Background: an optimization exercise with open tools, aiming at a short achievable clock period and few clock cycles. Do not read the settings as production practice.
At most, simulation tests tie the RTL to the original design; equivalence was not proved.
Only the layout flow was run in run 1; the RTL was not checked for function there.

--- flow/config.mk ---
export PLATFORM = sky130hd
export DESIGN_NAME = crc32_engine
export DESIGN_NICKNAME = crc32_engine
export VERILOG_FILES = /design/flow/design.v
export SDC_FILE = /design/flow/constraint.sdc
export NUM_CORES = 4
export LEC_CHECK = 0
export ABC_CLOCK_PERIOD_IN_PS = 1000
export CAP_MARGIN = 20
export CORE_MARGIN = 2
export CORE_UTILIZATION = 40
export SETUP_SLACK_MARGIN = 4.6
export SLEW_MARGIN = 20
export TNS_END_PERCENT = 100
--- flow/constraint.sdc ---
create_clock -name core_clock -period 6.0 [get_ports {clk}]
set_input_delay 1.2000 -clock core_clock [delete_from_list [all_inputs] [get_ports {clk}]]
set_output_delay 1.2000 -clock core_clock [all_outputs]
set_load 0.01 [all_outputs]
--- flow/design.v ---
module crc32_rom (
    input  wire [7:0]  idx,
    output wire [31:0] data
);
    assign data[0] = idx[2];
    assign data[1] = idx[0] ^ idx[3];
    assign data[2] = idx[0] ^ idx[1] ^ idx[4];
    assign data[3] = idx[1] ^ idx[2] ^ idx[5];
    assign data[4] = idx[0] ^ idx[2] ^ idx[3] ^ idx[6];
    assign data[5] = idx[1] ^ idx[3] ^ idx[4] ^ idx[7];
    assign data[6] = idx[4] ^ idx[5];
    assign data[7] = idx[0] ^ idx[5] ^ idx[6];
    assign data[8] = idx[1] ^ idx[6] ^ idx[7];
    assign data[9] = idx[7];
    assign data[10] = idx[2];
    assign data[11] = idx[3];
    assign data[12] = idx[0] ^ idx[4];
    assign data[13] = idx[0] ^ idx[1] ^ idx[5];
    assign data[14] = idx[1] ^ idx[2] ^ idx[6];
    assign data[15] = idx[2] ^ idx[3] ^ idx[7];
    assign data[16] = idx[0] ^ idx[2] ^ idx[3] ^ idx[4];
    assign data[17] = idx[0] ^ idx[1] ^ idx[3] ^ idx[4] ^ idx[5];
    assign data[18] = idx[0] ^ idx[1] ^ idx[2] ^ idx[4] ^ idx[5] ^ idx[6];
    assign data[19] = idx[1] ^ idx[2] ^ idx[3] ^ idx[5] ^ idx[6] ^ idx[7];
    assign data[20] = idx[3] ^ idx[4] ^ idx[6] ^ idx[7];
    assign data[21] = idx[2] ^ idx[4] ^ idx[5] ^ idx[7];
    assign data[22] = idx[2] ^ idx[3] ^ idx[5] ^ idx[6];
    assign data[23] = idx[3] ^ idx[4] ^ idx[6] ^ idx[7];
    assign data[24] = idx[0] ^ idx[2] ^ idx[4] ^ idx[5] ^ idx[7];
    assign data[25] = idx[0] ^ idx[1] ^ idx[2] ^ idx[3] ^ idx[5] ^ idx[6];
    assign data[26] = idx[0] ^ idx[1] ^ idx[2] ^ idx[3] ^ idx[4] ^ idx[6] ^ idx[7];
    assign data[27] = idx[1] ^ idx[3] ^ idx[4] ^ idx[5] ^ idx[7];
    assign data[28] = idx[0] ^ idx[4] ^ idx[5] ^ idx[6];
    assign data[29] = idx[0] ^ idx[1] ^ idx[5] ^ idx[6] ^ idx[7];
    assign data[30] = idx[0] ^ idx[1] ^ idx[6] ^ idx[7];
    assign data[31] = idx[1] ^ idx[7];
endmodule
module crc32_engine (
    input  wire        clk,
    input  wire        rst,
    input  wire        cmd_valid,
    output wire        cmd_ready,
    input  wire [7:0]  cmd,
    input  wire [31:0] din,
    output wire [31:0] dout,
    output wire        err
);
    localparam [31:0] X_INIT = 32'h9226F562;
    reg [31:0] x_q;       
    reg [31:0] y_q;       
    reg [31:0] w_q;       
    reg [31:0] s_sv_q;    
    reg [2:0]  fold_q;    
    reg        rst_q;     
    reg        keep_q;    
    reg        sres_q;    
    reg [31:0] dout_q;    
    reg        err_q;     
    reg        ready_q;   
    reg        rt_q;      
    wire zhi     = ~cmd[7] & ~cmd[3] & ~cmd[2];
    wire zlo     = ~cmd[1] & ~cmd[0];
    wire full    = cmd[1] & cmd[0];
    wire op_upd  = zhi & ~cmd[6] &  cmd[5] &  cmd[4];
    wire op_init = zhi & ~cmd[6] & ~cmd[5] &  cmd[4] & zlo;
    wire op_load = zhi & ~cmd[6] &  cmd[5] & ~cmd[4] & zlo;
    wire op_rds  = zhi &  cmd[6] & ~cmd[5] & ~cmd[4] & zlo;
    wire op_fin  = zhi &  cmd[6] & ~cmd[5] &  cmd[4] & zlo;
    wire op_rdt  = zhi &  cmd[6] &  cmd[5] & ~cmd[4] & zlo;
    wire op_nop  = zhi & ~cmd[6] & ~cmd[5] & ~cmd[4] & zlo;
    wire op_short = op_upd & ~full;
    wire fast    = (op_upd & full) | op_init | op_load | op_rds | op_fin | op_nop;
    wire legal   = fast | op_short | op_rdt;
    wire acc     = cmd_valid & ready_q;
    wire c_upd   =  cmd[5] &  cmd[4];               
    wire c_load  =  cmd[5] & ~cmd[4];               
    wire c_init  = ~cmd[6] & ~cmd[5] &  cmd[4];     
    wire upd     = acc & c_upd;
    wire x_set   = (acc & c_init) | rst_q;
    wire y_load  = acc & c_load;
    wire xy_keep = keep_q & ~(acc & (cmd[5] | c_init));
    wire go      = acc & ~rst;
    wire d_keep  = ~rst & ~rt_q & ~(go & (op_rds | op_fin));
    wire [31:0] t4, c1, c2, c3;
    assign t4[0] = x_q[0] ^ x_q[1] ^ x_q[2] ^ x_q[3] ^ x_q[4] ^ x_q[6] ^ x_q[7] ^ x_q[8] ^ x_q[16] ^ x_q[20] ^ x_q[22] ^ x_q[23] ^ x_q[26];
    assign t4[1] = x_q[1] ^ x_q[2] ^ x_q[3] ^ x_q[4] ^ x_q[5] ^ x_q[7] ^ x_q[8] ^ x_q[9] ^ x_q[17] ^ x_q[21] ^ x_q[23] ^ x_q[24] ^ x_q[27];
    assign t4[2] = x_q[0] ^ x_q[2] ^ x_q[3] ^ x_q[4] ^ x_q[5] ^ x_q[6] ^ x_q[8] ^ x_q[9] ^ x_q[10] ^ x_q[18] ^ x_q[22] ^ x_q[24] ^ x_q[25] ^ x_q[28];
    assign t4[3] = x_q[1] ^ x_q[3] ^ x_q[4] ^ x_q[5] ^ x_q[6] ^ x_q[7] ^ x_q[9] ^ x_q[10] ^ x_q[11] ^ x_q[19] ^ x_q[23] ^ x_q[25] ^ x_q[26] ^ x_q[29];
    assign t4[4] = x_q[2] ^ x_q[4] ^ x_q[5] ^ x_q[6] ^ x_q[7] ^ x_q[8] ^ x_q[10] ^ x_q[11] ^ x_q[12] ^ x_q[20] ^ x_q[24] ^ x_q[26] ^ x_q[27] ^ x_q[30];
    assign t4[5] = x_q[0] ^ x_q[3] ^ x_q[5] ^ x_q[6] ^ x_q[7] ^ x_q[8] ^ x_q[9] ^ x_q[11] ^ x_q[12] ^ x_q[13] ^ x_q[21] ^ x_q[25] ^ x_q[27] ^ x_q[28] ^ x_q[31];
    assign t4[6] = x_q[0] ^ x_q[2] ^ x_q[3] ^ x_q[9] ^ x_q[10] ^ x_q[12] ^ x_q[13] ^ x_q[14] ^ x_q[16] ^ x_q[20] ^ x_q[23] ^ x_q[28] ^ x_q[29];
    assign t4[7] = x_q[1] ^ x_q[3] ^ x_q[4] ^ x_q[10] ^ x_q[11] ^ x_q[13] ^ x_q[14] ^ x_q[15] ^ x_q[17] ^ x_q[21] ^ x_q[24] ^ x_q[29] ^ x_q[30];
    assign t4[8] = x_q[0] ^ x_q[2] ^ x_q[4] ^ x_q[5] ^ x_q[11] ^ x_q[12] ^ x_q[14] ^ x_q[15] ^ x_q[16] ^ x_q[18] ^ x_q[22] ^ x_q[25] ^ x_q[30] ^ x_q[31];
    assign t4[9] = x_q[0] ^ x_q[2] ^ x_q[4] ^ x_q[5] ^ x_q[7] ^ x_q[8] ^ x_q[12] ^ x_q[13] ^ x_q[15] ^ x_q[17] ^ x_q[19] ^ x_q[20] ^ x_q[22] ^ x_q[31];
    assign t4[10] = x_q[0] ^ x_q[2] ^ x_q[4] ^ x_q[5] ^ x_q[7] ^ x_q[9] ^ x_q[13] ^ x_q[14] ^ x_q[18] ^ x_q[21] ^ x_q[22] ^ x_q[26];
    assign t4[11] = x_q[1] ^ x_q[3] ^ x_q[5] ^ x_q[6] ^ x_q[8] ^ x_q[10] ^ x_q[14] ^ x_q[15] ^ x_q[19] ^ x_q[22] ^ x_q[23] ^ x_q[27];
    assign t4[12] = x_q[2] ^ x_q[4] ^ x_q[6] ^ x_q[7] ^ x_q[9] ^ x_q[11] ^ x_q[15] ^ x_q[16] ^ x_q[20] ^ x_q[23] ^ x_q[24] ^ x_q[28];
    assign t4[13] = x_q[0] ^ x_q[3] ^ x_q[5] ^ x_q[7] ^ x_q[8] ^ x_q[10] ^ x_q[12] ^ x_q[16] ^ x_q[17] ^ x_q[21] ^ x_q[24] ^ x_q[25] ^ x_q[29];
    assign t4[14] = x_q[0] ^ x_q[1] ^ x_q[4] ^ x_q[6] ^ x_q[8] ^ x_q[9] ^ x_q[11] ^ x_q[13] ^ x_q[17] ^ x_q[18] ^ x_q[22] ^ x_q[25] ^ x_q[26] ^ x_q[30];
    assign t4[15] = x_q[1] ^ x_q[2] ^ x_q[5] ^ x_q[7] ^ x_q[9] ^ x_q[10] ^ x_q[12] ^ x_q[14] ^ x_q[18] ^ x_q[19] ^ x_q[23] ^ x_q[26] ^ x_q[27] ^ x_q[31];
    assign t4[16] = x_q[1] ^ x_q[4] ^ x_q[7] ^ x_q[10] ^ x_q[11] ^ x_q[13] ^ x_q[15] ^ x_q[16] ^ x_q[19] ^ x_q[22] ^ x_q[23] ^ x_q[24] ^ x_q[26] ^ x_q[27] ^ x_q[28];
    assign t4[17] = x_q[2] ^ x_q[5] ^ x_q[8] ^ x_q[11] ^ x_q[12] ^ x_q[14] ^ x_q[16] ^ x_q[17] ^ x_q[20] ^ x_q[23] ^ x_q[24] ^ x_q[25] ^ x_q[27] ^ x_q[28] ^ x_q[29];
    assign t4[18] = x_q[0] ^ x_q[3] ^ x_q[6] ^ x_q[9] ^ x_q[12] ^ x_q[13] ^ x_q[15] ^ x_q[17] ^ x_q[18] ^ x_q[21] ^ x_q[24] ^ x_q[25] ^ x_q[26] ^ x_q[28] ^ x_q[29] ^ x_q[30];
    assign t4[19] = x_q[0] ^ x_q[1] ^ x_q[4] ^ x_q[7] ^ x_q[10] ^ x_q[13] ^ x_q[14] ^ x_q[16] ^ x_q[18] ^ x_q[19] ^ x_q[22] ^ x_q[25] ^ x_q[26] ^ x_q[27] ^ x_q[29] ^ x_q[30] ^ x_q[31];
    assign t4[20] = x_q[0] ^ x_q[3] ^ x_q[4] ^ x_q[5] ^ x_q[6] ^ x_q[7] ^ x_q[11] ^ x_q[14] ^ x_q[15] ^ x_q[16] ^ x_q[17] ^ x_q[19] ^ x_q[22] ^ x_q[27] ^ x_q[28] ^ x_q[30] ^ x_q[31];
    assign t4[21] = x_q[0] ^ x_q[2] ^ x_q[3] ^ x_q[5] ^ x_q[12] ^ x_q[15] ^ x_q[17] ^ x_q[18] ^ x_q[22] ^ x_q[26] ^ x_q[28] ^ x_q[29] ^ x_q[31];
    assign t4[22] = x_q[2] ^ x_q[7] ^ x_q[8] ^ x_q[13] ^ x_q[18] ^ x_q[19] ^ x_q[20] ^ x_q[22] ^ x_q[26] ^ x_q[27] ^ x_q[29] ^ x_q[30];
    assign t4[23] = x_q[0] ^ x_q[3] ^ x_q[8] ^ x_q[9] ^ x_q[14] ^ x_q[19] ^ x_q[20] ^ x_q[21] ^ x_q[23] ^ x_q[27] ^ x_q[28] ^ x_q[30] ^ x_q[31];
    assign t4[24] = x_q[2] ^ x_q[3] ^ x_q[6] ^ x_q[7] ^ x_q[8] ^ x_q[9] ^ x_q[10] ^ x_q[15] ^ x_q[16] ^ x_q[21] ^ x_q[23] ^ x_q[24] ^ x_q[26] ^ x_q[28] ^ x_q[29] ^ x_q[31];
    assign t4[25] = x_q[1] ^ x_q[2] ^ x_q[6] ^ x_q[9] ^ x_q[10] ^ x_q[11] ^ x_q[17] ^ x_q[20] ^ x_q[23] ^ x_q[24] ^ x_q[25] ^ x_q[26] ^ x_q[27] ^ x_q[29] ^ x_q[30];
    assign t4[26] = x_q[2] ^ x_q[3] ^ x_q[7] ^ x_q[10] ^ x_q[11] ^ x_q[12] ^ x_q[18] ^ x_q[21] ^ x_q[24] ^ x_q[25] ^ x_q[26] ^ x_q[27] ^ x_q[28] ^ x_q[30] ^ x_q[31];
    assign t4[27] = x_q[0] ^ x_q[1] ^ x_q[2] ^ x_q[6] ^ x_q[7] ^ x_q[11] ^ x_q[12] ^ x_q[13] ^ x_q[16] ^ x_q[19] ^ x_q[20] ^ x_q[23] ^ x_q[25] ^ x_q[27] ^ x_q[28] ^ x_q[29] ^ x_q[31];
    assign t4[28] = x_q[0] ^ x_q[4] ^ x_q[6] ^ x_q[12] ^ x_q[13] ^ x_q[14] ^ x_q[16] ^ x_q[17] ^ x_q[21] ^ x_q[22] ^ x_q[23] ^ x_q[24] ^ x_q[28] ^ x_q[29] ^ x_q[30];
    assign t4[29] = x_q[0] ^ x_q[1] ^ x_q[5] ^ x_q[7] ^ x_q[13] ^ x_q[14] ^ x_q[15] ^ x_q[17] ^ x_q[18] ^ x_q[22] ^ x_q[23] ^ x_q[24] ^ x_q[25] ^ x_q[29] ^ x_q[30] ^ x_q[31];
    assign t4[30] = x_q[3] ^ x_q[4] ^ x_q[7] ^ x_q[14] ^ x_q[15] ^ x_q[18] ^ x_q[19] ^ x_q[20] ^ x_q[22] ^ x_q[24] ^ x_q[25] ^ x_q[30] ^ x_q[31];
    assign t4[31] = x_q[0] ^ x_q[1] ^ x_q[2] ^ x_q[3] ^ x_q[5] ^ x_q[6] ^ x_q[7] ^ x_q[15] ^ x_q[19] ^ x_q[21] ^ x_q[22] ^ x_q[25] ^ x_q[31];
    assign c1[0] = w_q[2] ^ w_q[8];
    assign c1[1] = w_q[0] ^ w_q[3] ^ w_q[9];
    assign c1[2] = w_q[0] ^ w_q[1] ^ w_q[4] ^ w_q[10];
    assign c1[3] = w_q[1] ^ w_q[2] ^ w_q[5] ^ w_q[11];
    assign c1[4] = w_q[0] ^ w_q[2] ^ w_q[3] ^ w_q[6] ^ w_q[12];
    assign c1[5] = w_q[1] ^ w_q[3] ^ w_q[4] ^ w_q[7] ^ w_q[13];
    assign c1[6] = w_q[4] ^ w_q[5] ^ w_q[14];
    assign c1[7] = w_q[0] ^ w_q[5] ^ w_q[6] ^ w_q[15];
    assign c1[8] = w_q[1] ^ w_q[6] ^ w_q[7] ^ w_q[16];
    assign c1[9] = w_q[7] ^ w_q[17];
    assign c1[10] = w_q[2] ^ w_q[18];
    assign c1[11] = w_q[3] ^ w_q[19];
    assign c1[12] = w_q[0] ^ w_q[4] ^ w_q[20];
    assign c1[13] = w_q[0] ^ w_q[1] ^ w_q[5] ^ w_q[21];
    assign c1[14] = w_q[1] ^ w_q[2] ^ w_q[6] ^ w_q[22];
    assign c1[15] = w_q[2] ^ w_q[3] ^ w_q[7] ^ w_q[23];
    assign c1[16] = w_q[0] ^ w_q[2] ^ w_q[3] ^ w_q[4] ^ w_q[24];
    assign c1[17] = w_q[0] ^ w_q[1] ^ w_q[3] ^ w_q[4] ^ w_q[5] ^ w_q[25];
    assign c1[18] = w_q[0] ^ w_q[1] ^ w_q[2] ^ w_q[4] ^ w_q[5] ^ w_q[6] ^ w_q[26];
    assign c1[19] = w_q[1] ^ w_q[2] ^ w_q[3] ^ w_q[5] ^ w_q[6] ^ w_q[7] ^ w_q[27];
    assign c1[20] = w_q[3] ^ w_q[4] ^ w_q[6] ^ w_q[7] ^ w_q[28];
    assign c1[21] = w_q[2] ^ w_q[4] ^ w_q[5] ^ w_q[7] ^ w_q[29];
    assign c1[22] = w_q[2] ^ w_q[3] ^ w_q[5] ^ w_q[6] ^ w_q[30];
    assign c1[23] = w_q[3] ^ w_q[4] ^ w_q[6] ^ w_q[7] ^ w_q[31];
    assign c1[24] = w_q[0] ^ w_q[2] ^ w_q[4] ^ w_q[5] ^ w_q[7];
    assign c1[25] = w_q[0] ^ w_q[1] ^ w_q[2] ^ w_q[3] ^ w_q[5] ^ w_q[6];
    assign c1[26] = w_q[0] ^ w_q[1] ^ w_q[2] ^ w_q[3] ^ w_q[4] ^ w_q[6] ^ w_q[7];
    assign c1[27] = w_q[1] ^ w_q[3] ^ w_q[4] ^ w_q[5] ^ w_q[7];
    assign c1[28] = w_q[0] ^ w_q[4] ^ w_q[5] ^ w_q[6];
    assign c1[29] = w_q[0] ^ w_q[1] ^ w_q[5] ^ w_q[6] ^ w_q[7];
    assign c1[30] = w_q[0] ^ w_q[1] ^ w_q[6] ^ w_q[7];
    assign c1[31] = w_q[1] ^ w_q[7];
    assign c2[0] = w_q[0] ^ w_q[4] ^ w_q[6] ^ w_q[7] ^ w_q[10] ^ w_q[16];
    assign c2[1] = w_q[1] ^ w_q[5] ^ w_q[7] ^ w_q[8] ^ w_q[11] ^ w_q[17];
    assign c2[2] = w_q[2] ^ w_q[6] ^ w_q[8] ^ w_q[9] ^ w_q[12] ^ w_q[18];
    assign c2[3] = w_q[3] ^ w_q[7] ^ w_q[9] ^ w_q[10] ^ w_q[13] ^ w_q[19];
    assign c2[4] = w_q[4] ^ w_q[8] ^ w_q[10] ^ w_q[11] ^ w_q[14] ^ w_q[20];
    assign c2[5] = w_q[5] ^ w_q[9] ^ w_q[11] ^ w_q[12] ^ w_q[15] ^ w_q[21];
    assign c2[6] = w_q[0] ^ w_q[4] ^ w_q[7] ^ w_q[12] ^ w_q[13] ^ w_q[22];
    assign c2[7] = w_q[1] ^ w_q[5] ^ w_q[8] ^ w_q[13] ^ w_q[14] ^ w_q[23];
    assign c2[8] = w_q[0] ^ w_q[2] ^ w_q[6] ^ w_q[9] ^ w_q[14] ^ w_q[15] ^ w_q[24];
    assign c2[9] = w_q[1] ^ w_q[3] ^ w_q[4] ^ w_q[6] ^ w_q[15] ^ w_q[25];
    assign c2[10] = w_q[2] ^ w_q[5] ^ w_q[6] ^ w_q[10] ^ w_q[26];
    assign c2[11] = w_q[3] ^ w_q[6] ^ w_q[7] ^ w_q[11] ^ w_q[27];
    assign c2[12] = w_q[0] ^ w_q[4] ^ w_q[7] ^ w_q[8] ^ w_q[12] ^ w_q[28];
    assign c2[13] = w_q[0] ^ w_q[1] ^ w_q[5] ^ w_q[8] ^ w_q[9] ^ w_q[13] ^ w_q[29];
    assign c2[14] = w_q[1] ^ w_q[2] ^ w_q[6] ^ w_q[9] ^ w_q[10] ^ w_q[14] ^ w_q[30];
    assign c2[15] = w_q[2] ^ w_q[3] ^ w_q[7] ^ w_q[10] ^ w_q[11] ^ w_q[15] ^ w_q[31];
    assign c2[16] = w_q[0] ^ w_q[3] ^ w_q[6] ^ w_q[7] ^ w_q[8] ^ w_q[10] ^ w_q[11] ^ w_q[12];
    assign c2[17] = w_q[0] ^ w_q[1] ^ w_q[4] ^ w_q[7] ^ w_q[8] ^ w_q[9] ^ w_q[11] ^ w_q[12] ^ w_q[13];
    assign c2[18] = w_q[1] ^ w_q[2] ^ w_q[5] ^ w_q[8] ^ w_q[9] ^ w_q[10] ^ w_q[12] ^ w_q[13] ^ w_q[14];
    assign c2[19] = w_q[0] ^ w_q[2] ^ w_q[3] ^ w_q[6] ^ w_q[9] ^ w_q[10] ^ w_q[11] ^ w_q[13] ^ w_q[14] ^ w_q[15];
    assign c2[20] = w_q[0] ^ w_q[1] ^ w_q[3] ^ w_q[6] ^ w_q[11] ^ w_q[12] ^ w_q[14] ^ w_q[15];
    assign c2[21] = w_q[1] ^ w_q[2] ^ w_q[6] ^ w_q[10] ^ w_q[12] ^ w_q[13] ^ w_q[15];
    assign c2[22] = w_q[2] ^ w_q[3] ^ w_q[4] ^ w_q[6] ^ w_q[10] ^ w_q[11] ^ w_q[13] ^ w_q[14];
    assign c2[23] = w_q[3] ^ w_q[4] ^ w_q[5] ^ w_q[7] ^ w_q[11] ^ w_q[12] ^ w_q[14] ^ w_q[15];
    assign c2[24] = w_q[0] ^ w_q[5] ^ w_q[7] ^ w_q[8] ^ w_q[10] ^ w_q[12] ^ w_q[13] ^ w_q[15];
    assign c2[25] = w_q[1] ^ w_q[4] ^ w_q[7] ^ w_q[8] ^ w_q[9] ^ w_q[10] ^ w_q[11] ^ w_q[13] ^ w_q[14];
    assign c2[26] = w_q[2] ^ w_q[5] ^ w_q[8] ^ w_q[9] ^ w_q[10] ^ w_q[11] ^ w_q[12] ^ w_q[14] ^ w_q[15];
    assign c2[27] = w_q[0] ^ w_q[3] ^ w_q[4] ^ w_q[7] ^ w_q[9] ^ w_q[11] ^ w_q[12] ^ w_q[13] ^ w_q[15];
    assign c2[28] = w_q[0] ^ w_q[1] ^ w_q[5] ^ w_q[6] ^ w_q[7] ^ w_q[8] ^ w_q[12] ^ w_q[13] ^ w_q[14];
    assign c2[29] = w_q[1] ^ w_q[2] ^ w_q[6] ^ w_q[7] ^ w_q[8] ^ w_q[9] ^ w_q[13] ^ w_q[14] ^ w_q[15];
    assign c2[30] = w_q[2] ^ w_q[3] ^ w_q[4] ^ w_q[6] ^ w_q[8] ^ w_q[9] ^ w_q[14] ^ w_q[15];
    assign c2[31] = w_q[3] ^ w_q[5] ^ w_q[6] ^ w_q[9] ^ w_q[15];
    assign c3[0] = w_q[0] ^ w_q[8] ^ w_q[12] ^ w_q[14] ^ w_q[15] ^ w_q[18] ^ w_q[24];
    assign c3[1] = w_q[0] ^ w_q[1] ^ w_q[9] ^ w_q[13] ^ w_q[15] ^ w_q[16] ^ w_q[19] ^ w_q[25];
    assign c3[2] = w_q[0] ^ w_q[1] ^ w_q[2] ^ w_q[10] ^ w_q[14] ^ w_q[16] ^ w_q[17] ^ w_q[20] ^ w_q[26];
    assign c3[3] = w_q[1] ^ w_q[2] ^ w_q[3] ^ w_q[11] ^ w_q[15] ^ w_q[17] ^ w_q[18] ^ w_q[21] ^ w_q[27];
    assign c3[4] = w_q[0] ^ w_q[2] ^ w_q[3] ^ w_q[4] ^ w_q[12] ^ w_q[16] ^ w_q[18] ^ w_q[19] ^ w_q[22] ^ w_q[28];
    assign c3[5] = w_q[0] ^ w_q[1] ^ w_q[3] ^ w_q[4] ^ w_q[5] ^ w_q[13] ^ w_q[17] ^ w_q[19] ^ w_q[20] ^ w_q[23] ^ w_q[29];
    assign c3[6] = w_q[1] ^ w_q[2] ^ w_q[4] ^ w_q[5] ^ w_q[6] ^ w_q[8] ^ w_q[12] ^ w_q[15] ^ w_q[20] ^ w_q[21] ^ w_q[30];
    assign c3[7] = w_q[2] ^ w_q[3] ^ w_q[5] ^ w_q[6] ^ w_q[7] ^ w_q[9] ^ w_q[13] ^ w_q[16] ^ w_q[21] ^ w_q[22] ^ w_q[31];
    assign c3[8] = w_q[3] ^ w_q[4] ^ w_q[6] ^ w_q[7] ^ w_q[8] ^ w_q[10] ^ w_q[14] ^ w_q[17] ^ w_q[22] ^ w_q[23];
    assign c3[9] = w_q[0] ^ w_q[4] ^ w_q[5] ^ w_q[7] ^ w_q[9] ^ w_q[11] ^ w_q[12] ^ w_q[14] ^ w_q[23];
    assign c3[10] = w_q[1] ^ w_q[5] ^ w_q[6] ^ w_q[10] ^ w_q[13] ^ w_q[14] ^ w_q[18];
    assign c3[11] = w_q[0] ^ w_q[2] ^ w_q[6] ^ w_q[7] ^ w_q[11] ^ w_q[14] ^ w_q[15] ^ w_q[19];
    assign c3[12] = w_q[1] ^ w_q[3] ^ w_q[7] ^ w_q[8] ^ w_q[12] ^ w_q[15] ^ w_q[16] ^ w_q[20];
    assign c3[13] = w_q[0] ^ w_q[2] ^ w_q[4] ^ w_q[8] ^ w_q[9] ^ w_q[13] ^ w_q[16] ^ w_q[17] ^ w_q[21];
    assign c3[14] = w_q[0] ^ w_q[1] ^ w_q[3] ^ w_q[5] ^ w_q[9] ^ w_q[10] ^ w_q[14] ^ w_q[17] ^ w_q[18] ^ w_q[22];
    assign c3[15] = w_q[1] ^ w_q[2] ^ w_q[4] ^ w_q[6] ^ w_q[10] ^ w_q[11] ^ w_q[15] ^ w_q[18] ^ w_q[19] ^ w_q[23];
    assign c3[16] = w_q[2] ^ w_q[3] ^ w_q[5] ^ w_q[7] ^ w_q[8] ^ w_q[11] ^ w_q[14] ^ w_q[15] ^ w_q[16] ^ w_q[18] ^ w_q[19] ^ w_q[20];
    assign c3[17] = w_q[0] ^ w_q[3] ^ w_q[4] ^ w_q[6] ^ w_q[8] ^ w_q[9] ^ w_q[12] ^ w_q[15] ^ w_q[16] ^ w_q[17] ^ w_q[19] ^ w_q[20] ^ w_q[21];
    assign c3[18] = w_q[1] ^ w_q[4] ^ w_q[5] ^ w_q[7] ^ w_q[9] ^ w_q[10] ^ w_q[13] ^ w_q[16] ^ w_q[17] ^ w_q[18] ^ w_q[20] ^ w_q[21] ^ w_q[22];
    assign c3[19] = w_q[2] ^ w_q[5] ^ w_q[6] ^ w_q[8] ^ w_q[10] ^ w_q[11] ^ w_q[14] ^ w_q[17] ^ w_q[18] ^ w_q[19] ^ w_q[21] ^ w_q[22] ^ w_q[23];
    assign c3[20] = w_q[3] ^ w_q[6] ^ w_q[7] ^ w_q[8] ^ w_q[9] ^ w_q[11] ^ w_q[14] ^ w_q[19] ^ w_q[20] ^ w_q[22] ^ w_q[23];
    assign c3[21] = w_q[4] ^ w_q[7] ^ w_q[9] ^ w_q[10] ^ w_q[14] ^ w_q[18] ^ w_q[20] ^ w_q[21] ^ w_q[23];
    assign c3[22] = w_q[0] ^ w_q[5] ^ w_q[10] ^ w_q[11] ^ w_q[12] ^ w_q[14] ^ w_q[18] ^ w_q[19] ^ w_q[21] ^ w_q[22];
    assign c3[23] = w_q[0] ^ w_q[1] ^ w_q[6] ^ w_q[11] ^ w_q[12] ^ w_q[13] ^ w_q[15] ^ w_q[19] ^ w_q[20] ^ w_q[22] ^ w_q[23];
    assign c3[24] = w_q[0] ^ w_q[1] ^ w_q[2] ^ w_q[7] ^ w_q[8] ^ w_q[13] ^ w_q[15] ^ w_q[16] ^ w_q[18] ^ w_q[20] ^ w_q[21] ^ w_q[23];
    assign c3[25] = w_q[1] ^ w_q[2] ^ w_q[3] ^ w_q[9] ^ w_q[12] ^ w_q[15] ^ w_q[16] ^ w_q[17] ^ w_q[18] ^ w_q[19] ^ w_q[21] ^ w_q[22];
    assign c3[26] = w_q[2] ^ w_q[3] ^ w_q[4] ^ w_q[10] ^ w_q[13] ^ w_q[16] ^ w_q[17] ^ w_q[18] ^ w_q[19] ^ w_q[20] ^ w_q[22] ^ w_q[23];
    assign c3[27] = w_q[3] ^ w_q[4] ^ w_q[5] ^ w_q[8] ^ w_q[11] ^ w_q[12] ^ w_q[15] ^ w_q[17] ^ w_q[19] ^ w_q[20] ^ w_q[21] ^ w_q[23];
    assign c3[28] = w_q[4] ^ w_q[5] ^ w_q[6] ^ w_q[8] ^ w_q[9] ^ w_q[13] ^ w_q[14] ^ w_q[15] ^ w_q[16] ^ w_q[20] ^ w_q[21] ^ w_q[22];
    assign c3[29] = w_q[5] ^ w_q[6] ^ w_q[7] ^ w_q[9] ^ w_q[10] ^ w_q[14] ^ w_q[15] ^ w_q[16] ^ w_q[17] ^ w_q[21] ^ w_q[22] ^ w_q[23];
    assign c3[30] = w_q[6] ^ w_q[7] ^ w_q[10] ^ w_q[11] ^ w_q[12] ^ w_q[14] ^ w_q[16] ^ w_q[17] ^ w_q[22] ^ w_q[23];
    assign c3[31] = w_q[7] ^ w_q[11] ^ w_q[13] ^ w_q[14] ^ w_q[17] ^ w_q[23];
    wire [31:0] s_cur = t4 ^ y_q;
    wire [31:0] dmask = din & {{8{cmd[1] & cmd[0]}}, {8{cmd[1]}},
                               {8{cmd[1] | cmd[0]}}, 8'hFF};
    wire [31:0] s_in  = t4 ^ (y_q ^ dmask);
    wire [31:0] t_rd;
    crc32_rom u_rom (.idx(w_q[7:0] ^ s_sv_q[7:0]), .data(t_rd));
    always @(posedge clk) begin
        w_q     <= s_in;
        s_sv_q  <= s_cur;
        rst_q   <= rst;
        keep_q  <= ~rst & ~(acc & ~fast);
        sres_q  <= go & ~(fast | op_short);
        fold_q  <= {3{go & op_short}} &
                   {cmd[1:0] == 2'd2, cmd[1:0] == 2'd1, cmd[1:0] == 2'd0};
        x_q     <= ({32{upd}} & s_in) | ({32{x_set}} & X_INIT) | ({32{xy_keep}} & x_q);
        y_q     <= ({32{y_load}} & din) | ({32{fold_q[0]}} & c1) | ({32{fold_q[1]}} & c2) |
                   ({32{fold_q[2]}} & c3) | ({32{sres_q}} & s_sv_q) | ({32{xy_keep}} & y_q);
        dout_q  <= ({32{go & op_rds}} & s_cur) | ({32{go & op_fin}} & ~s_cur) |
                   ({32{~rst & rt_q}} & t_rd) | ({32{d_keep}} & dout_q);
        err_q   <= ~rst & (err_q | (go & ~legal));
        ready_q <= ~rst & ~(go & ~fast);
        rt_q    <= go & op_rdt;
    end
    assign cmd_ready = ready_q;
    assign dout      = dout_q;
    assign err       = err_q;
endmodule
--- flow/flow/run.sh ---
#!/bin/bash
# Standard layout (the standard.sh, which runs the standard synthesis
# script), with more slow cells kept out of synthesis and repair: three-input
# XORs, high-stack OR/NOR/AND-OR cells and the like. Registers are untouched
# (flip-flops are mapped before ABC and none of them is in the list).
set -euo pipefail
PL=$(cat flow/platform_dont_use.txt)
EXTRA=$(cat flow/extra_dont_use.txt)
bash standard.sh "DONT_USE_CELLS=$PL $EXTRA" finish > standard.log 2>&1
--- flow/flow/extra_dont_use.txt ---
sky130_fd_sc_hd__a2111o_1 sky130_fd_sc_hd__a2111o_2 sky130_fd_sc_hd__a2111o_4 sky130_fd_sc_hd__a2111oi_0 sky130_fd_sc_hd__a2111oi_1 sky130_fd_sc_hd__a2111oi_2 sky130_fd_sc_hd__a2111oi_4 sky130_fd_sc_hd__a222oi_1 sky130_fd_sc_hd__a41o_1 sky130_fd_sc_hd__a41o_2 sky130_fd_sc_hd__a41o_4 sky130_fd_sc_hd__a41oi_1 sky130_fd_sc_hd__a41oi_2 sky130_fd_sc_hd__a41oi_4 sky130_fd_sc_hd__nor4_1 sky130_fd_sc_hd__nor4_2 sky130_fd_sc_hd__nor4_4 sky130_fd_sc_hd__nor4b_1 sky130_fd_sc_hd__nor4b_2 sky130_fd_sc_hd__nor4b_4 sky130_fd_sc_hd__nor4bb_1 sky130_fd_sc_hd__nor4bb_2 sky130_fd_sc_hd__nor4bb_4 sky130_fd_sc_hd__o2111a_1 sky130_fd_sc_hd__o2111a_2 sky130_fd_sc_hd__o2111a_4 sky130_fd_sc_hd__o2111ai_1 sky130_fd_sc_hd__o2111ai_2 sky130_fd_sc_hd__o2111ai_4 sky130_fd_sc_hd__o41a_1 sky130_fd_sc_hd__o41a_2 sky130_fd_sc_hd__o41a_4 sky130_fd_sc_hd__o41ai_1 sky130_fd_sc_hd__o41ai_2 sky130_fd_sc_hd__o41ai_4 sky130_fd_sc_hd__or3_1 sky130_fd_sc_hd__or3_2 sky130_fd_sc_hd__or3_4 sky130_fd_sc_hd__or3b_1 sky130_fd_sc_hd__or3b_2 sky130_fd_sc_hd__or3b_4 sky130_fd_sc_hd__or4_1 sky130_fd_sc_hd__or4_2 sky130_fd_sc_hd__or4_4 sky130_fd_sc_hd__or4b_1 sky130_fd_sc_hd__or4b_2 sky130_fd_sc_hd__or4b_4 sky130_fd_sc_hd__or4bb_1 sky130_fd_sc_hd__or4bb_2 sky130_fd_sc_hd__or4bb_4 sky130_fd_sc_hd__xnor3_1 sky130_fd_sc_hd__xnor3_2 sky130_fd_sc_hd__xnor3_4 sky130_fd_sc_hd__xor3_1 sky130_fd_sc_hd__xor3_2 sky130_fd_sc_hd__xor3_4  sky130_fd_sc_hd__a211oi_1 sky130_fd_sc_hd__a211oi_2 sky130_fd_sc_hd__a211oi_4 sky130_fd_sc_hd__a221o_1 sky130_fd_sc_hd__a221o_2 sky130_fd_sc_hd__a221o_4 sky130_fd_sc_hd__a221oi_1 sky130_fd_sc_hd__a221oi_2 sky130_fd_sc_hd__a221oi_4 sky130_fd_sc_hd__a311o_1 sky130_fd_sc_hd__a311o_2 sky130_fd_sc_hd__a311o_4 sky130_fd_sc_hd__a311oi_1 sky130_fd_sc_hd__a311oi_2 sky130_fd_sc_hd__a311oi_4 sky130_fd_sc_hd__a32o_1 sky130_fd_sc_hd__a32o_2 sky130_fd_sc_hd__a32o_4 sky130_fd_sc_hd__a32oi_1 sky130_fd_sc_hd__a32oi_2 sky130_fd_sc_hd__a32oi_4 sky130_fd_sc_hd__and4_1 sky130_fd_sc_hd__and4_2 sky130_fd_sc_hd__and4_4 sky130_fd_sc_hd__and4b_1 sky130_fd_sc_hd__and4b_2 sky130_fd_sc_hd__and4b_4 sky130_fd_sc_hd__and4bb_1 sky130_fd_sc_hd__and4bb_2 sky130_fd_sc_hd__and4bb_4 sky130_fd_sc_hd__mux4_1 sky130_fd_sc_hd__mux4_2 sky130_fd_sc_hd__mux4_4 sky130_fd_sc_hd__nand4_1 sky130_fd_sc_hd__nand4_2 sky130_fd_sc_hd__nand4_4 sky130_fd_sc_hd__nand4b_1 sky130_fd_sc_hd__nand4b_2 sky130_fd_sc_hd__nand4b_4 sky130_fd_sc_hd__nand4bb_1 sky130_fd_sc_hd__nand4bb_2 sky130_fd_sc_hd__nand4bb_4 sky130_fd_sc_hd__nor3_1 sky130_fd_sc_hd__nor3_2 sky130_fd_sc_hd__nor3_4 sky130_fd_sc_hd__nor3b_1 sky130_fd_sc_hd__nor3b_2 sky130_fd_sc_hd__nor3b_4 sky130_fd_sc_hd__o211ai_1 sky130_fd_sc_hd__o211ai_2 sky130_fd_sc_hd__o211ai_4 sky130_fd_sc_hd__o221a_1 sky130_fd_sc_hd__o221a_2 sky130_fd_sc_hd__o221a_4 sky130_fd_sc_hd__o221ai_1 sky130_fd_sc_hd__o221ai_2 sky130_fd_sc_hd__o221ai_4 sky130_fd_sc_hd__o311a_1 sky130_fd_sc_hd__o311a_2 sky130_fd_sc_hd__o311a_4 sky130_fd_sc_hd__o311ai_0 sky130_fd_sc_hd__o311ai_1 sky130_fd_sc_hd__o311ai_2 sky130_fd_sc_hd__o311ai_4 sky130_fd_sc_hd__o32a_1 sky130_fd_sc_hd__o32a_2 sky130_fd_sc_hd__o32a_4 sky130_fd_sc_hd__o32ai_1 sky130_fd_sc_hd__o32ai_2 sky130_fd_sc_hd__o32ai_4 
--- flow/flow/platform_dont_use.txt ---
sky130_fd_sc_hd__lpflow_bleeder_1 sky130_fd_sc_hd__lpflow_clkbufkapwr_1 sky130_fd_sc_hd__lpflow_clkbufkapwr_16 sky130_fd_sc_hd__lpflow_clkbufkapwr_2 sky130_fd_sc_hd__lpflow_clkbufkapwr_4 sky130_fd_sc_hd__lpflow_clkbufkapwr_8 sky130_fd_sc_hd__lpflow_clkinvkapwr_1 sky130_fd_sc_hd__lpflow_clkinvkapwr_16 sky130_fd_sc_hd__lpflow_clkinvkapwr_2 sky130_fd_sc_hd__lpflow_clkinvkapwr_4 sky130_fd_sc_hd__lpflow_clkinvkapwr_8 sky130_fd_sc_hd__lpflow_decapkapwr_12 sky130_fd_sc_hd__lpflow_decapkapwr_3 sky130_fd_sc_hd__lpflow_decapkapwr_4 sky130_fd_sc_hd__lpflow_decapkapwr_6 sky130_fd_sc_hd__lpflow_decapkapwr_8 sky130_fd_sc_hd__lpflow_inputiso0n_1 sky130_fd_sc_hd__lpflow_inputiso0p_1 sky130_fd_sc_hd__lpflow_inputiso1n_1 sky130_fd_sc_hd__lpflow_inputiso1p_1 sky130_fd_sc_hd__lpflow_inputisolatch_1 sky130_fd_sc_hd__lpflow_isobufsrc_1 sky130_fd_sc_hd__lpflow_isobufsrc_16 sky130_fd_sc_hd__lpflow_isobufsrc_2 sky130_fd_sc_hd__lpflow_isobufsrc_4 sky130_fd_sc_hd__lpflow_isobufsrc_8 sky130_fd_sc_hd__lpflow_isobufsrckapwr_16 sky130_fd_sc_hd__lpflow_lsbuf_lh_hl_isowell_tap_1 sky130_fd_sc_hd__lpflow_lsbuf_lh_hl_isowell_tap_2 sky130_fd_sc_hd__lpflow_lsbuf_lh_hl_isowell_tap_4 sky130_fd_sc_hd__lpflow_lsbuf_lh_isowell_4 sky130_fd_sc_hd__lpflow_lsbuf_lh_isowell_tap_1 sky130_fd_sc_hd__lpflow_lsbuf_lh_isowell_tap_2 sky130_fd_sc_hd__lpflow_lsbuf_lh_isowell_tap_4 sky130_fd_sc_hd__probe_p_8 sky130_fd_sc_hd__probec_p_8 
--- flow/standard.sh ---
#!/bin/bash
# synth_recipe.tcl (not shown) runs the flow's synth.tcl, then flattens the netlist and writes it again
# the make line also repeats each setting of config.mk as NAME=value (left out here)
make -C /OpenROAD-flow-scripts/flow DESIGN_CONFIG=/design/flow/config.mk WORK_HOME=/design/flow/orfs CLKGATE_MAP_FILE= SYNTH_SCRIPT=/design/flow/synth_recipe.tcl "${@:-finish}"
==> results of run 1 <==
[state kept, by name, summed over array words and instances (netlist names)]
signal / cells
dout_q: 32
err_q: 1
fold_q: 3
keep_q: 1
ready_q: 1
rst_q: 1
rt_q: 1
s_sv_q: 32
sres_q: 1
w_q: 32
x_q: 32
y_q: 32
[layout make-up]
| class | count | area (sq um) | share of cell area [%] |
|---|---|---|---|
| clock buffer | 17 | 425 | 2.01 |
| timing repair buffer | 362 | 3940 | 18.6 |
| clock inverter | 15 | 209 | 0.986 |
| tap | 396 | 495 | 2.34 |
| antenna | 1 | 2.50 | 0.0118 |
| sequential | 169 | 3600 | 17.0 |
| inverter | 13 | 48.8 | 0.230 |
| multi-input combinational | 1036 | 12500 | 58.9 |
[synthesized netlist by cell type]
| master | n | share of area (%) |
|---|---|---|
| a21boi_0 | 1 | 0.060 |
| xor2_1 | 123 | 8.6 |
| xnor2_1 | 501 | 35 |
| and2_1 | 5 | 0.25 |
| nand2_1 | 77 | 2.3 |
| nor2_1 | 13 | 0.39 |
| and3_1 | 2 | 0.10 |
| buf_2 | 23 | 0.92 |
| clkbuf_1 | 46 | 1.4 |
| a21boi_1 | 1 | 0.060 |
| o21ai_0 | 32 | 1.3 |
| a21o_1 | 1 | 0.060 |
| a21bo_1 | 4 | 0.32 |
| xor2_4 | 2 | 0.44 |
| nor2b_1 | 1 | 0.050 |
| and3b_1 | 4 | 0.28 |
| a22o_1 | 39 | 2.7 |
| inv_1 | 13 | 0.39 |
| a21bo_2 | 6 | 0.48 |
| a31oi_1 | 2 | 0.10 |
| a2bb2oi_1 | 2 | 0.14 |
| buf_4 | 22 | 1.3 |
| a21oi_1 | 52 | 2.1 |
| xnor2_4 | 10 | 2.2 |
| buf_1 | 3 | 0.090 |
| o22ai_1 | 1 | 0.050 |
| xor2_2 | 1 | 0.13 |
| or2_2 | 3 | 0.15 |
| o21ai_1 | 4 | 0.16 |
| nand2b_1 | 1 | 0.050 |
| dfxtp_1 | 169 | 27 |
| nand3_1 | 29 | 1.2 |
| a22oi_1 | 68 | 4.1 |
| xnor2_2 | 44 | 5.7 |
| buf_6 | 7 | 0.63 |
| nand3b_1 | 1 | 0.060 |
[logic make-up after synthesis]
logic type      Yosys count  share of synthesized area (%)
simple gates            136                           4.78
xor+xnor                681                           52.0
compound gates          213                           11.6
buf+inv                 114                           4.71
flops                   169                           26.9
[per-layer routing]
layer	share of wire, %	track usage (%)	up-vias	wire (um)
met5	0.040	0	-	24
met4	9.0	17.6	4	5350
met3	10	5.16	300	6120
met2	45	52.0	847	26800
met1	36	41.0	5624	21300
li1	-	-	4840	-
[stage by stage]
stage               utilization [%]  instance area, sq um
finish                         68.9                 21200
global route                   68.9                 21200
CTS                            62.3                 19200
detailed placement             46.2                 14200
global placement               46.2                 14200
floorplan                         -                 13700
[final timing paths]
kind | from | cells past startpoint | slack (ns) | endpoint
max reg2reg | x_q[23] | 10 | 3.70 | x_q[6]
min | y_q[17] | 2 | 0.51 | y_q[17]
max | x_q[23] | 10 | 3.70 | x_q[6]
min reg2reg | y_q[17] | 2 | 0.51 | y_q[17]
[repair_timing]
action | CTS | global route
hold buffers | 0 | 0
cloned | 17 | 3
setup endpoints to repair | 203 | 202
pin swaps | 178 | 142
buffers inserted | 165 | 88
resized for setup | 682 | 184
[worst reg2reg max path, stage by stage, from the launching register on]
cell and delay, ns:
dfxtp_4 0.41, xnor2_4 0.26, xor2_4 0.11, buf_12 0.16, buf_6 0.12, buf_6 0.12
xnor2_4 0.18, xnor2_2 0.37, xor2_2 0.30, nand2_1 0.14, nand2_1 0.09
==> flow_metrics.tcl, run 1 <==
set metrics [dict create \
    ys_seq_area_share_pct 26.9 \
    area_delta_synth_final_pct 68.8 \
    syn_area_per_cell_sq_um 9.56 \
    drc_errors 0 \
    critical_path_class "reg -> reg" \
    placementRows 64 \
    cts.path.max_buffers 2 \
    cp_cell_sequence "xnor2_4 > xor2_4 > buf_12 > buf_6 > buf_6 > xnor2_4 > xnor2_2 > xor2_2 > nand2_1 > nand2_1" \
    syn_area_sq_mm 0.0126 \
    placed_cells 1703 \
    skew_ns 0.0199 \
    rsz0062_at_grt "yes" \
    grt_overflow 0 \
    routed-via-count 11600 \
    finalSetupTns_ns 0 \
    place.gp.congestion 0.938 \
    crit_buf_inv 3 \
    grt_max_degree 33 \
    coreArea_sq_mm 0.0307 \
    grt_pass1_vias 11000 \
    ys_warn_count 1 \
    hold_path.class "reg -> reg" \
    drt_first_pass_iters 7 \
    ctsRootBufferMaster "clkbuf_16" \
    initial_core_util_pct 40.8 \
    cts_buffers 17 \
    critPathLaunchType "flop" \
    synth_cells 1313 \
    critPathTopFamily "XOR/XNOR gates" \
    fin_crit_sh_pct 38.3 \
    finalCriticalPeriod_ns 2.30 \
    fp.dieH_um 181 \
    dp_hpwl_mm 34.0 \
    via_per_inst 5.78 \
    worstPathMaxFanout 4 \
    h-tree-depth 4 \
    grt_usage_pct 32.1 \
    cts_sinks 169 \
    antenna_found_initial 3 \
    port_buffers 76 \
    drtAntennaViolNets 0 \
    ys_types 36 \
    cp.required_ns 6.39 \
    drt_iter0_drc 1291 \
    finalSetupViolCount 0 \
    cts_tree "yes" \
    report.final.slew_viol_count 0 \
    fill_cells 2039 \
    die_w_um 181 \
    drive_gt1_share_pct 58.3 \
    tightest_slew_ns 0.632 \
    synth.net_count 1356 \
    final_common_cell "xnor2_1" \
    fin_ws_ns 3.70 \
    dp_slack_ns 1.99 \
    crit_slowest_cell "dfxtp_4" \
    final_nets 1642 \
    cp.arrival_ns 2.69 \
    holdWs_ns 0.509 \
    fmax_mhz 435 \
    final_cell_count_no_fill 2009 \
    pin_count 77 \
    grt_pass1_wl_mm 76.1 \
    hold_viol_final 0 \
    status "complete, no violations" \
    slew_headroom_pct 57.5 \
    layout_common_cells "xnor2_1, xnor2_2, buf_4, buf_6, xnor2_4" \
    routed_wirelength_mm 59.6 \
    ys_seq_elements 169 \
    cap_violations 0 \
    path_clk_slew_ns 0.09 \
    worst_skew_pair.late_latency_ns 0.45 \
    max_stage_delay_ns 0.41 \
    fp.dieArea_sq_mm 0.0328 \
    worst_setup_path_end_kind "flop" \
    wl_per_cell_um 29.7 \
]
==> inputs of run 2 (changes only) <==
--- a/flow/design.v
+++ b/flow/design.v
@@ -50,14 +50,17 @@
     reg [31:0] y_q;       
     reg [31:0] w_q;       
     reg [31:0] s_sv_q;    
+    reg [31:0] d_sv_q;    
     reg [2:0]  fold_q;    
     reg        rst_q;     
     reg        keep_q;    
     reg        sres_q;    
+    reg        dres_q;    
     reg [31:0] dout_q;    
     reg        err_q;     
     reg        ready_q;   
     reg        rt_q;      
+    reg [7:0]  idx_q;     
     wire zhi     = ~cmd[7] & ~cmd[3] & ~cmd[2];
     wire zlo     = ~cmd[1] & ~cmd[0];
     wire full    = cmd[1] & cmd[0];
@@ -75,12 +78,14 @@
     wire c_upd   =  cmd[5] &  cmd[4];               
     wire c_load  =  cmd[5] & ~cmd[4];               
     wire c_init  = ~cmd[6] & ~cmd[5] &  cmd[4];     
+    wire c_rds   =  cmd[6] & ~cmd[5] & ~cmd[4];     
+    wire c_fin   =  cmd[6] & ~cmd[5] &  cmd[4];     
     wire upd     = acc & c_upd;
     wire x_set   = (acc & c_init) | rst_q;
     wire y_load  = acc & c_load;
     wire xy_keep = keep_q & ~(acc & (cmd[5] | c_init));
     wire go      = acc & ~rst;
-    wire d_keep  = ~rst & ~rt_q & ~(go & (op_rds | op_fin));
+    wire d_keep  = ~rst & ~rt_q & ~dres_q & ~(acc & cmd[6] & ~cmd[5]);
     wire [31:0] t4, c1, c2, c3;
     assign t4[0] = x_q[0] ^ x_q[1] ^ x_q[2] ^ x_q[3] ^ x_q[4] ^ x_q[6] ^ x_q[7] ^ x_q[8] ^ x_q[16] ^ x_q[20] ^ x_q[22] ^ x_q[23] ^ x_q[26];
     assign t4[1] = x_q[1] ^ x_q[2] ^ x_q[3] ^ x_q[4] ^ x_q[5] ^ x_q[7] ^ x_q[8] ^ x_q[9] ^ x_q[17] ^ x_q[21] ^ x_q[23] ^ x_q[24] ^ x_q[27];
@@ -215,20 +220,23 @@
                                {8{cmd[1] | cmd[0]}}, 8'hFF};
     wire [31:0] s_in  = t4 ^ (y_q ^ dmask);
     wire [31:0] t_rd;
-    crc32_rom u_rom (.idx(w_q[7:0] ^ s_sv_q[7:0]), .data(t_rd));
+    crc32_rom u_rom (.idx(idx_q), .data(t_rd));
     always @(posedge clk) begin
+        idx_q   <= din[7:0];
         w_q     <= s_in;
         s_sv_q  <= s_cur;
+        d_sv_q  <= dout_q;
         rst_q   <= rst;
         keep_q  <= ~rst & ~(acc & ~fast);
         sres_q  <= go & ~(fast | op_short);
+        dres_q  <= go & ~legal;
         fold_q  <= {3{go & op_short}} &
                    {cmd[1:0] == 2'd2, cmd[1:0] == 2'd1, cmd[1:0] == 2'd0};
         x_q     <= ({32{upd}} & s_in) | ({32{x_set}} & X_INIT) | ({32{xy_keep}} & x_q);
         y_q     <= ({32{y_load}} & din) | ({32{fold_q[0]}} & c1) | ({32{fold_q[1]}} & c2) |
                    ({32{fold_q[2]}} & c3) | ({32{sres_q}} & s_sv_q) | ({32{xy_keep}} & y_q);
-        dout_q  <= ({32{go & op_rds}} & s_cur) | ({32{go & op_fin}} & ~s_cur) |
-                   ({32{~rst & rt_q}} & t_rd) | ({32{d_keep}} & dout_q);
+        dout_q  <= {32{~rst}} & (({32{acc & c_rds}} & s_cur) | ({32{acc & c_fin}} & ~s_cur) |
+                   ({32{rt_q}} & t_rd) | ({32{dres_q}} & d_sv_q) | ({32{d_keep}} & dout_q));
         err_q   <= ~rst & (err_q | (go & ~legal));
         ready_q <= ~rst & ~(go & ~fast);
         rt_q    <= go & op_rdt;
==> flow_metrics.tcl, run 2 <==
set metrics [dict create \
    status "complete, no violations" \
    h-tree-depth 1 \
    cts_buffers 24 \
    seq_area_sq_mm 0.00442 \
    yosys.area.top_type "xnor2_1" \
    synth-async-reset-ratio_pct 0 \
    synth_cells 1422 \
    fp.dieArea_sq_mm 0.0358 \
    die_w_um 189 \
    ys_top_cells_by_count "xnor2_1, dfxtp_1, xor2_1" \
    drc_errors 0 \
    final_nets 1791 \
    yosys.area.top_type_share_pct 31.4 \
    slew_headroom_pct 45.4 \
    place.gp.congestion 0.919 \
    cp_cell_sequence "xnor2_4 > buf_12 > xnor2_4 > xnor2_4 > xnor2_2 > xnor2_2 > xnor2_1 > a21bo_2" \
    port_buffers 76 \
    routed_wirelength_mm 66.1 \
    skew_ns 0.0364 \
    synth.area.top_cells "xnor2_1, dfxtp_1, xor2_1" \
    path_clk_slew_ns 0.07 \
    post-synth-top-count-cell "xnor2_1" \
    fmax_mhz 436 \
    synth-main-ff-cell "dfxtp_1" \
    initial_core_util_pct 40.7 \
    cts.path.max_buffers 3 \
    grt_pass1_wl_mm 86.3 \
    wl_per_cell_um 29.9 \
    cap_violations 0 \
    finalSetupTns_ns 0 \
    gr-max-usage-layer "met2" \
    syn_area_per_cell_sq_um 9.66 \
    ys_warn_count 1 \
    synth_edf_count 0 \
    reg2reg_slack_ns 3.71 \
    coreArea_sq_mm 0.0337 \
    grt_pass1_vias 12400 \
    fin_crit_sh_pct 38.2 \
    fill_cells 2323 \
    ys_types 37 \
    drt_iter0_drc 1354 \
    antenna_found_initial 2 \
    worst_setup_path_end_kind "flop" \
    tightest_slew_ns 0.813 \
    final_common_cell "xnor2_1" \
    grt_overflow 0 \
    pin_count 77 \
    met3_usage_pct 6.71 \
    drive_gt1_share_pct 52.5 \
    hold_path.class "reg -> reg" \
    finalCriticalPeriod_ns 2.29 \
    dp_hpwl_mm 36.9 \
    layout_common_cells "xnor2_1, buf_4, xnor2_2, buf_6, dfxtp_1" \
    cp.required_ns 6.45 \
    synth.net_count 1465 \
    grt_max_degree 34 \
    holdWs_ns 0.383 \
    critPathLaunchType "flop" \
    ctsRootBufferMaster "clkbuf_16" \
    via_per_inst 5.77 \
    placementRows 67 \
    critPathTopFamily "XOR/XNOR gates" \
    drtAntennaViolNets 0 \
    cp.arrival_ns 2.74 \
    cts_tree "yes" \
    multi_input_area_sq_mm 0.0123 \
    met2_usage_pct 54.5 \
    crit_buf_inv 1 \
    ys_seq_elements 210 \
    cts_sinks 210 \
    worst_skew_pair.late_latency_ns 0.57 \
    crit_top_cell "xnor2_4" \
    critical_path_class "reg -> reg" \
    report.final.slew_viol_count 0 \
    grt_usage_pct 33.3 \
    finalSetupViolCount 0 \
    dp_slack_ns 2.30 \
    crit_slowest_cell "dfxtp_4" \
    worstPathMaxFanout 5 \
    area_delta_synth_final_pct 65.4 \
    max_stage_delay_ns 0.41 \
    ys_seq_area_share_pct 30.6 \
    grt_use_met1_pct 40.7 \
    rsz0062_at_grt "yes" \
    drt_first_pass_iters 5 \
    syn_area_sq_mm 0.0137 \
    routed-via-count 12800 \
    fp.dieH_um 189 \
    fin_ws_ns 3.71 \
    hold_viol_final 0 \
]
run 2: changes by cell type after synthesis, moves of 9 or more:
cell / delta
clkbuf_1: +12
a31oi_1: +11
xnor2_1: -9
a22o_1: +10
o21ai_0: +17
nand2_1: +16
a22oi_1: -20
mux2i_1: +16
a21oi_1: +23
dfxtp_1: +41
run 2: final cells by class:
class / count / share of cell area (%)
Sequential cell: 210 / 19.5
Clock buffer: 32 / 2.95
Timing Repair Buffer: 403 / 19.8
Antenna cell: 1 / 0.0110
Tap cell: 448 / 2.47
Inverter: 13 / 0.270
Clock inverter: 12 / 0.705
Multi-Input combinational cell: 1096 / 54.3
run 2: final timing paths:
kind / cells after the start / to / start
min: 0 / d_sv_q[29] / dout_q[29]
max: 8 / x_q[25] / x_q[6]
min reg2reg: 0 / d_sv_q[29] / dout_q[29]
max reg2reg: 8 / x_q[25] / x_q[6]
run 2: stage by stage:
step           instance area, sq um  utilization [%]  std cells
6_report                      22700             67.4       2215
5_1_grt                       22700             67.4       2214
4_1_cts                       20800             61.8       2128
3_5_place_dp                  15300             45.4       1847
3_3_place_gp                  15300             45.4       1847
2_1_floorplan                 14700                -       1422
run 2: logic make-up after synthesis:
kind of cell / synth area share, %
simple gates: 4.75
compound gates: 12.2
mux: 1.17
flops: 30.6
buf+inv: 4.84
xor+xnor: 46.4
run 2: what timing repair did:
action | in CTS | in global routing
pin swaps | 192 | 165
hold buffers | 0 | 0
buffers inserted | 219 | 84
endpoints found under the setup margin | 204 | 207
gates resized for setup | 662 | 172
hold endpoints to repair | 0 | 0
cloned | 18 | 2
run 2: layer usage:
metal | vias to the layer above | share of wire [%] | routed length (um)
met5 | - | 0 | 0
met4 | 0 | 8.8 | 5830
met3 | 331 | 11 | 7050
met2 | 968 | 46 | 30100
met1 | 6194 | 35 | 23100
li1 | 5279 | - | -
Testbench counts of run 2, summed over its fixed seeds: cycles 6,042.
==> inputs of run 3 (changes only) <==
--- a/flow/config.mk
+++ b/flow/config.mk
@@ -8,7 +8,7 @@
 export ABC_CLOCK_PERIOD_IN_PS = 1000
 export CAP_MARGIN = 20
 export CORE_MARGIN = 2
-export CORE_UTILIZATION = 40
+export CORE_UTILIZATION = 35
 export SETUP_SLACK_MARGIN = 4.6
 export SLEW_MARGIN = 20
 export TNS_END_PERCENT = 100
==> flow_metrics.tcl, run 3 <==
set metrics [dict create \
    cts_buffers 24 \
    fmax_mhz 422 \
    initial_core_util_pct 35.5 \
    ys_seq_elements 210 \
    cp_cell_sequence "buf_12 > xnor2_4 > xor2_4 > buf_12 > buf_12 > xnor2_4 > xnor2_4 > buf_12 > xnor2_4 > a21bo_2" \
    worst_skew_pair.late_latency_ns 0.56 \
    routed-via-count 12400 \
    crit_buf_inv 4 \
    placementRows 72 \
    hold_viol_final 0 \
    fin_crit_sh_pct 39.5 \
    grt_usage_pct 28.1 \
    final_cell_count_no_fill 2288 \
    critPathLaunchType "flop" \
    max_stage_delay_ns 0.39 \
    antenna_found_initial 0 \
    synth_cells 1422 \
    wl_per_cell_um 27.9 \
    worstPathMaxFanout 5 \
    cp.arrival_ns 2.81 \
    synth.net_count 1465 \
    multi_input_area_sq_mm 0.0125 \
    ys_warn_count 1 \
    cp.required_ns 6.44 \
    grt_pass1_wl_mm 84.0 \
    hold_path.class "reg -> reg" \
    ys_types 37 \
    yosys.area.top_type_share_pct 31.4 \
    cts_sinks 210 \
    n_antenna_cell 0 \
    drt_first_pass_iters 5 \
    cts_tree "yes" \
    layout_common_cells "xnor2_1, buf_4, xnor2_2, buf_6, dfxtp_1" \
    drc_errors 0 \
    ctsRootBufferMaster "clkbuf_16" \
    rsz0062_at_grt "yes" \
    finalSetupTns_ns 0 \
    syn_area_sq_mm 0.0137 \
    ys_top_cells_by_count "xnor2_1, dfxtp_1, xor2_1" \
    drtAntennaViolNets 0 \
    drive_gt1_share_pct 53.2 \
    grt_pass1_vias 12200 \
    postCtsHoldBufs 0 \
    grt_overflow 0 \
    fill_cells 2849 \
    crit_slowest_cell "dfxtp_4" \
    area_delta_synth_final_pct 67.0 \
    place_area_sq_mm 0.0154 \
    slew_headroom_pct 49.4 \
    worst_setup_path_end_kind "flop" \
    path_clk_slew_ns 0.06 \
    final_cell_area_sq_mm 0.0229 \
    post-synth-top-count-cell "xnor2_1" \
    finalCriticalPeriod_ns 2.37 \
    die_w_um 202 \
    synth.area.top_cells "xnor2_1, dfxtp_1, xor2_1" \
    port_buffers 76 \
    holdWs_ns 0.387 \
    yosys.area.top_type "xnor2_1" \
    finalSetupViolCount 0 \
    place.gp.congestion 0.944 \
    h-tree-depth 1 \
    cap_violations 0 \
    coreArea_sq_mm 0.0386 \
    synth_edf_count 0 \
    drt_iter0_drc 1394 \
    cts.path.max_buffers 3 \
    synth-async-reset-ratio_pct 0 \
    seq_area_sq_mm 0.00443 \
    via_per_inst 5.43 \
    synth-main-ff-cell "dfxtp_1" \
    placed_cells 1915 \
    pin_count 77 \
    final_core_util_pct 59.3 \
    tightest_slew_ns 0.754 \
    critical_path_class "reg -> reg" \
    skew_ns 0.0242 \
    status "complete, no violations" \
    report.final.slew_viol_count 0 \
    fp.dieArea_sq_mm 0.0408 \
    critPathTopFamily "XOR/XNOR gates" \
    final_common_cell "xnor2_1" \
    syn_area_per_cell_sq_um 9.66 \
    fp.dieH_um 202 \
    grt_max_degree 34 \
    final_nets 1798 \
    routed_wirelength_mm 63.9 \
    ys_seq_area_share_pct 30.6 \
    dp_hpwl_mm 36.8 \
]
==> run 3: cell counts after synthesis <==
Identical to the previous run, type by type.
==> run 3: area by class of cell <==
class / instances / area share (%)
Multi-Input combinational cell: 1090 / 54.6
Timing Repair Buffer: 416 / 19.6
Sequential cell: 210 / 19.3
Clock buffer: 37 / 3.09
Tap cell: 518 / 2.83
Clock inverter: 4 / 0.355
Inverter: 13 / 0.267
==> run 3: worst register-to-register path, stage by stage, from the launching register on <==
cell and delay (ns):
dfxtp_4 0.39, buf_12 0.16, xnor2_4 0.35, xor2_4 0.16, buf_12 0.17, buf_12 0.13
xnor2_4 0.27, xnor2_4 0.17, buf_12 0.16, xnor2_4 0.08, a21bo_2 0.22
==> run 3: timing repair <==
item                                    CTS  global route
resized for setup                       666           178
hold endpoints to repair                  0             0
buffers inserted                        235            84
pin swaps                               187           133
endpoints found under the setup margin  204           207
cloned                                   12             1
==> run 3: metrics by stage <==
stage / setup slack, ns
detailed placement: 2.10
CTS: 3.78
finish: 3.63
floorplan: 3.59
global route: 3.60
global placement: 2.12
==> run 3: metal layers <==
| metal | wire [um] | share of wire, % | track usage, % | vias up |
|---|---|---|---|---|
| met4 | 4470 | 7.0 | 12.4 | 0 |
| li1 | - | - | - | 5276 |
| met3 | 6470 | 10 | 5.19 | 275 |
| met2 | 29500 | 46 | 46.1 | 846 |
| met5 | 0 | 0 | 0 | - |
| met1 | 23500 | 37 | 36.1 | 6024 |
==> run 3: cell families after synthesis <==
family | share of synthesized area, %
AOI/OAI and AO/OA | 12.2
xor gates and xnor gates | 46.4
buffers and inverters | 4.84
DFF | 30.6
muxes | 1.17
and+or+nand+nor | 4.75
==> run 3: worst paths after layout <==
kind / slack, ns / cells past startpoint / from / endpoint
hold / removal: 0.39 / 0 / dout_q[3] / d_sv_q[3]
setup reg to reg: 3.63 / 10 / x_q[0] / x_q[31]
setup / recovery: 3.63 / 10 / x_q[0] / x_q[31]
hold reg to reg: 0.39 / 0 / dout_q[3] / d_sv_q[3]

## port drivers added, routing unchanged
The results above use ideal ports. As a check the final layouts listed here were re-extracted and re-timed, cells and wires unchanged. Step 1 assumes that a clkbuf_16 drives the clock port and a buf_2 every other input. Step 2, shift: input delay + t, output delay - t, t = (earliest + latest rising clock arrival at the registers) / 2. This alone moves slack from input paths to output paths. Slacks: ideal ports / drivers / drivers and shift; pairs: ideal ports / drivers.
run | t (ns) | slack for setup (ns) | worst hold slack (ns) | worst setup path at the end | clock arrival spread, ns
run 1 | 0.494 | 3.703 / 3.703 / 3.389 | 0.509 / 0.509 / 0.509 | input to register | 0.020 / 0.020
run 2 | 0.601 | 3.705 / 3.705 / 3.118 | 0.383 / 0.383 / 0.383 | input to register | 0.039 / 0.039
run 3 | 0.594 | 3.628 / 3.628 / 3.049 | 0.387 / 0.387 / 0.387 | input to register | 0.025 / 0.026
After both steps setup and hold are still met in every run listed. The setup slack of run 2, which loses most, moves by 0.000 ns with the drivers and by -0.587 ns with both steps.
